From an optimization exercise on the open Yosys and OpenROAD flow, aimed at a short achievable clock period and few clock cycles per item; shortcuts taken in it are not production practice. Only simulation tests tie the RTL to the original design; equivalence was not proved. Power and IR drop assume default switching activity.

## job 101
// py_rast
module py_rast (
    input  wire        clk,
    input  wire        rst,           
    input  wire        start,         
    input  wire        flip_screen,
    input  wire [15:0] clear_index,   
    input  wire [9:0]  fb_w,          
    input  wire [8:0]  fb_h,          
    input  wire [9:0]  clip_min_x,
    input  wire [9:0]  clip_max_x,
    input  wire [8:0]  clip_min_y,
    input  wire [8:0]  clip_max_y,
    output reg         busy,
    output reg         done,          
    output reg  [7:0]  result,        
    output reg  [11:0] ram_addr,
    input  wire [7:0]  ram_rdata,
    output reg  [13:0] rom_addr,
    input  wire [7:0]  rom_rdata,
    output reg         fb_we,
    output reg  [8:0]  fb_x,
    output reg  [7:0]  fb_y,
    output reg  [15:0] fb_data
);
    localparam NS = 16;              
    localparam [1:0] M_IDLE = 2'd0, M_CHECK = 2'd1, M_LOADY = 2'd2, M_RUN = 2'd3;
    localparam [1:0] L_IDLE = 2'd0, L_HIT = 2'd1, L_RUN = 2'd2, L_READY = 2'd3;
    localparam [1:0] O_LY = 2'd0, O_TILE = 2'd1, O_SPR = 2'd2;
    localparam [1:0] F_T = 2'd0, F_Y = 2'd1, F_PB = 2'd2, F_X = 2'd3;
    reg [1:0]  mode;
    reg        flip;
    reg [15:0] clr;
    reg [9:0]  fbw, cminx, cmaxx;
    reg [8:0]  fbh, cminy, cmaxy;
    reg [9:0]  wm1;                  
    reg [7:0]  lb_last;
    reg [10:0] relk;                 
    reg        has_tiles;            
    reg [4:0]  tx0, tx1;             
    reg        rt0_v, rt1_v, rt2_v;
  ...
For scale: ~15000 cells after synthesis, roughly 5100 flip-flops, roughly 160 I/O pins.
==> flow/config.mk <==
export PLATFORM = sky130hd
export DESIGN_NAME = py_rast
export DESIGN_NICKNAME = py_rast
export VERILOG_FILES = /design/flow/design.v
export SDC_FILE = /design/flow/constraint.sdc
export NUM_CORES = 4
export LEC_CHECK = 0
export ABC_CLOCK_PERIOD_IN_PS = 2600
export CAP_MARGIN = 20
export CORE_MARGIN = 2
export CORE_UTILIZATION = 60
export SETUP_SLACK_MARGIN = 4.6
export SLEW_MARGIN = 20
export TNS_END_PERCENT = 20
==> flow/constraint.sdc <==
create_clock -name core_clock -period 7.0 [get_ports {clk}]
set_input_delay 1.4000 -clock core_clock [delete_from_list [all_inputs] [get_ports {clk}]]
set_output_delay 1.4000 -clock core_clock [all_outputs]
set_load 0.01 [all_outputs]
run.sh (not shown) runs the stock make flow with config.mk's settings and CLKGATE_MAP_FILE= SYNTH_SCRIPT=/design/flow/synth_recipe.tcl, a recipe that flattens the netlist after the stock synthesis.
Testbench counts of job 101, summed over its fixed seeds: cycles 1,484,944, frames 24.
Relative to job 101, the following input files were edited for job 105:
- changing CORE_UTILIZATION from 60 to 70
==> comparison <==
- Job 105 ends up with a post-synthesis to final-layout area growth that is 0.97 points lower than in job 101.
- In terms of combined flip-flop and latch cell area, job 105 and job 101 differ only marginally.
- Compare job 101 and job 105 | area of the placeable core lower: job 105
- Per the comparison of job 105 with job 101, first-pass GRT wire length went up by 8100 um, largest net degree at the start of global routing went up by 13, routed wire length went up by 6000 um, share of the clock period used by the worst path went down by 0.27 points.

========
run a:
Another version of the RTL of py_rast (not shown whole).
Size in the first run: roughly 14000 cells after synthesis, roughly 4900 flip-flops, about 160 I/O pins, ~210000 µm² of cells after synthesis.
Design py_rast, start of the top module:
module py_rast (
    input  wire        clk,
    input  wire        rst,           
    input  wire        start,         
    input  wire        flip_screen,
    input  wire [15:0] clear_index,   
    input  wire [9:0]  fb_w,          
    input  wire [8:0]  fb_h,          
    input  wire [9:0]  clip_min_x,
    input  wire [9:0]  clip_max_x,
    input  wire [8:0]  clip_min_y,
    input  wire [8:0]  clip_max_y,
    output reg         busy,
    output reg         done,          
    output reg  [7:0]  result,        
    output reg  [11:0] ram_addr,
    input  wire [7:0]  ram_rdata,
    output reg  [13:0] rom_addr,
    input  wire [7:0]  rom_rdata,
    output reg         fb_we,
    output reg  [8:0]  fb_x,
    output reg  [7:0]  fb_y,
    output reg  [15:0] fb_data
);
Settings: LEC_CHECK=0, ABC_CLOCK_PERIOD_IN_PS=2600, CAP_MARGIN=20, CORE_MARGIN=2, CORE_UTILIZATION=70, SETUP_SLACK_MARGIN=4.6, SLEW_MARGIN=20, TNS_END_PERCENT=20; clock period 7.0 ns.
Testbench counts of run a, summed over its fixed seeds: cycles 1,484,893, frames 24.
Here is what was changed in the inputs of run b compared with run a.
- swapping 70 for 60 in CORE_UTILIZATION
- swapping 4.6 for 4.5 in SETUP_SLACK_MARGIN
Notes after the runs:
Run b finished end to end and its layout was clean on timing, DRC and antenna. Higher per-cell routed wire length was reported by run a, not run b. | power in sequential cells | run b vs run a | ≈ equal |. From run a to run b the numbers moved as follows: share of the clock period used by the worst path rose 0.37 points, routed wire length now sits lower, proportion of power drawn by combinational gates saw a decrease, initial antenna violation count has decreased, count of inverters other than clock inverters in the layout now sits at about the same level. Summary of the comparison: buffers plus inverters on the worst setup path is lower in run b, relative to run a. Compared with run a, run b is more frugal on power.

## separate check: timing with driven ports
The results above use ideal ports. As a check the final layouts listed here were re-extracted and re-timed, cells and wires unchanged.
Step 1, drivers: a clkbuf_16 drives clk and a buf_2 each remaining input, both assumed.
Step 2 also shifts input and output timing later by t, the mid clock arrival at the registers, as if the neighbouring blocks saw the same clock.
Three values: ideal ports, drivers, drivers and shift; two values: the first two.
| run | t (ns) | setup WS [ns] | worst setup path after step 2 |
|---|---|---|---|
| job 101 | 1.126 | 4.069 / 3.962 / 3.445 | input to register |
| job 105 | 1.145 | 4.088 / 3.970 / 3.548 | input to register |
| run a | 1.100 | 4.107 / 4.019 / 3.374 | input to register |
| run b | 1.107 | 4.081 / 3.962 / 3.448 | input to register |
After both steps every run listed still meets setup and hold. For run a, which loses most, drivers alone change the setup slack by -0.088 ns; drivers and shift together by -0.733 ns.
